From an optimization exercise on the open Yosys and OpenROAD flow, aimed at small area, a short achievable clock period and few clock cycles per item; shortcuts taken in it are not production practice. The RTL was checked by simulation tests, not by an equivalence proof against the original design.

== P ==
// kwf
module kwf (
    input  wire        clk,
    input  wire        rst,
    input  wire        cfg_we,
    input  wire [2:0]  cfg_addr,
    input  wire [63:0] cfg_wdata,
    input  wire        clr,
    input  wire        in_valid,
    output reg         in_ready,
    input  wire [1:0]  in_ch,
    input  wire [63:0] in_x,
    output reg         out_valid,
    output reg  [1:0]  out_ch,
    output reg  [63:0] out_y
);
    localparam NCH = 4;
    reg [63:0] r1 [0:2];
    reg [63:0] r2 [0:2];
    reg [2:0]  r1z, r2z;
    reg [63:0] x1 [0:NCH-1];
    reg [63:0] y1 [0:NCH-1];
    reg [63:0] s1 [0:NCH-1];
    reg [63:0] s2 [0:NCH-1];
    reg [3:0] zx1, zy1, zs1, zs2;
    reg rst_q, clr_q;
    always @(posedge clk) begin
        rst_q <= rst;
        clr_q <= clr;
    end
    reg [2:0] ph;
    wire ph0 = ph[0], ph1 = ph[1], ph2 = ph[2];
    always @(posedge clk)
        if (rst) ph <= 3'b001;
        else     ph <= {ph[1:0], ph[2]};
    reg        ib_v;
    reg [1:0]  ib_ch;
    reg [63:0] ib_x;
  ...
clock: 30.0 ns
lec_check: 0
cap_margin: 30
cell_pad_in_sites_detail_placement: 1
cell_pad_in_sites_global_placement: 1
core_margin: 2
core_utilization: 40
slew_margin: 30
setup_slack_margin: 22.5
remove_abc_buffers: 1
standard.sh (not shown) runs the stock make flow with config.mk's settings and CLKGATE_MAP_FILE= SYNTH_SCRIPT=/design/flow/synth_recipe.tcl, a recipe that flattens the netlist after the stock synthesis.
==> flow/flow/run.sh <==
#!/bin/bash
# Standard layout (the standard.sh), with timing repair asked to aim
# for a much larger setup slack than the 30 ns clock needs, and ABC's
# buffers removed so that the resizer rebuffers the netlist.
set -e
cat >> config.mk <<'CFG'
export SETUP_SLACK_MARGIN = 22.5
export REMOVE_ABC_BUFFERS = 1
CFG
bash standard.sh > standard.log 2>&1
P: all stages complete, timing, DRC and antenna checks passed
Testbench counts of P, summed over its fixed seeds: cycles 14,494, items 4,800.
## Diff of input files: Q against P
- SETUP_SLACK_MARGIN now 23, was 22.5
--- a/flow/flow/run.sh
+++ b/flow/flow/run.sh
@@ -5,5 +5,5 @@
 set -e
 cat >> config.mk <<'CFG'
-export SETUP_SLACK_MARGIN = 22.5
+export SETUP_SLACK_MARGIN = 23
 export REMOVE_ABC_BUFFERS = 1
 CFG
### Flow results
Q was carried through to the last stage, and its layout satisfied the timing, DRC and antenna checks.
The final layout from P, which completed every stage, passed the timing, DRC and antenna checks at the end of the flow.
Looking at final critical-path setup slack across P and Q, the one that comes out higher is Q.
Delta (Q minus P): part of the cycle the worst path needs now sits at about the same level, total via count after detailed routing now sits higher, global-route wire length before repair now sits higher, area taken by multi-input logic gates now sits higher.
Re number of filler instances in the final layout: P and Q aren't equal, and the higher value belongs to P.
Re standard cell core area: no difference whatsoever between P and Q.
Between P and Q, final-stage net count increased.
What R does differently from Q at the input level:
- CAP_MARGIN: 30 -> 25
- CTS_CLUSTER_SIZE: unset -> 18
- CTS_CLUSTER_DIAMETER: unset -> 174
- SLEW_MARGIN: 30 -> 25
--- outcome ---
The utilization in R sits 0.95 points below the value recorded for Q. Reported for R and Q, die extent in y turned out identical to the last digit. Changes observed in R relative to Q: delay of the slowest cell on the worst path higher, clock tree buffer count of the final layout dropped about 40%.

* * *

Setup of oak:
Starting RTL as in the previous note.
Design kwf, start of the top module:
module kwf (
    input  wire        clk,
    input  wire        rst,
    input  wire        cfg_we,
    input  wire [2:0]  cfg_addr,
    input  wire [63:0] cfg_wdata,
    input  wire        clr,
    input  wire        in_valid,
    output reg         in_ready,
    input  wire [1:0]  in_ch,
    input  wire [63:0] in_x,
    output reg         out_valid,
    output reg  [1:0]  out_ch,
    output reg  [63:0] out_y
);
clock: 30.0 ns
lec_check: 0
cap_margin: 20
cell_pad_in_sites_detail_placement: 1
cell_pad_in_sites_global_placement: 1
core_margin: 2
core_utilization: 40
cts_cluster_diameter: 174
cts_cluster_size: 18
slew_margin: 20
setup_slack_margin: 23
remove_abc_buffers: 1
==> flow/flow/run.sh <==
#!/bin/bash
# Standard layout (the standard.sh), with timing repair asked to aim
# for a much larger setup slack than the 30 ns clock needs, and ABC's
# buffers removed so that the resizer rebuffers the netlist.
set -e
cat >> config.mk <<'CFG'
export SETUP_SLACK_MARGIN = 23
export REMOVE_ABC_BUFFERS = 1
CFG
bash standard.sh > standard.log 2>&1
In summary, oak completed successfully, with a layout that passed the timing, DRC and antenna checks.
Testbench counts of oak, summed over its fixed seeds: cycles 14,494, items 4,800.
The inputs of pine differ from those of oak as listed below.
# oak
export LEC_CHECK = 0
export CAP_MARGIN = 20
export CELL_PAD_IN_SITES_DETAIL_PLACEMENT = 1
export CELL_PAD_IN_SITES_GLOBAL_PLACEMENT = 1
export CORE_MARGIN = 2
export CORE_UTILIZATION = 40
export CTS_CLUSTER_DIAMETER = 174
export CTS_CLUSTER_SIZE = 18
export SLEW_MARGIN = 20
export SETUP_SLACK_MARGIN = 23
export REMOVE_ABC_BUFFERS = 1
create_clock -name core_clock -period 30.0 [get_ports {clk}]
# pine
export LEC_CHECK = 0
export CAP_MARGIN = 25
export CELL_PAD_IN_SITES_DETAIL_PLACEMENT = 1
export CELL_PAD_IN_SITES_GLOBAL_PLACEMENT = 1
export CORE_MARGIN = 2
export CORE_UTILIZATION = 40
export SLEW_MARGIN = 25
export SETUP_SLACK_MARGIN = 23
export REMOVE_ABC_BUFFERS = 1
create_clock -name core_clock -period 30.0 [get_ports {clk}]
Findings:
Compared with oak, in pine global-route usage did not really move; worst max-slew margin expressed relative to the limit went up by 6.5 points. Endpoint of the most critical setup path: out_y[34] -> pine, out_y[3] -> oak. Of oak and pine, the run reporting the lower post-route worst setup slack was pine.

## separate check: timing with driven ports
The flow's constraints put no driver on any port. The routed layouts listed below were extracted and timed again, unchanged, in two steps.
Step 1 (the two cells are an assumption about what drives the block):
set clk [get_ports {clk}]
set_driving_cell -lib_cell sky130_fd_sc_hd__clkbuf_16 $clk
set_driving_cell -lib_cell sky130_fd_sc_hd__buf_2 [delete_from_list [all_inputs] $clk]
Step 2 also shifts input and output timing later by t, the mid clock arrival at the registers, as if the neighbouring blocks saw the same clock.
Slacks: no drivers / after step 1 / after step 2; pairs: no drivers / after step 1.
| run | shift t [ns] | setup slack, ns | worst hold slack (ns) | worst setup path after step 2 | pins driven straight from the clock port |
|---|---|---|---|---|---|
| P | 1.267 | 22.271 / 22.095 / 22.365 | 0.290 / 0.290 / 0.290 | register to register | 1 |
| Q | 1.257 | 22.288 / 22.116 / 22.503 | 0.288 / 0.288 / 0.288 | input to register | 1 |
| R | 1.212 | 22.255 / 22.110 / 22.576 | 0.265 / 0.265 / 0.265 | input to register | 1 |
| oak | 1.237 | 22.308 / 22.136 / 22.332 | 0.326 / 0.326 / 0.326 | register to register | 1 |
| pine | 1.244 | 22.270 / 22.101 / 22.353 | 0.316 / 0.316 / 0.316 | register to register | 1 |
After both steps setup and hold are still met in every run listed.
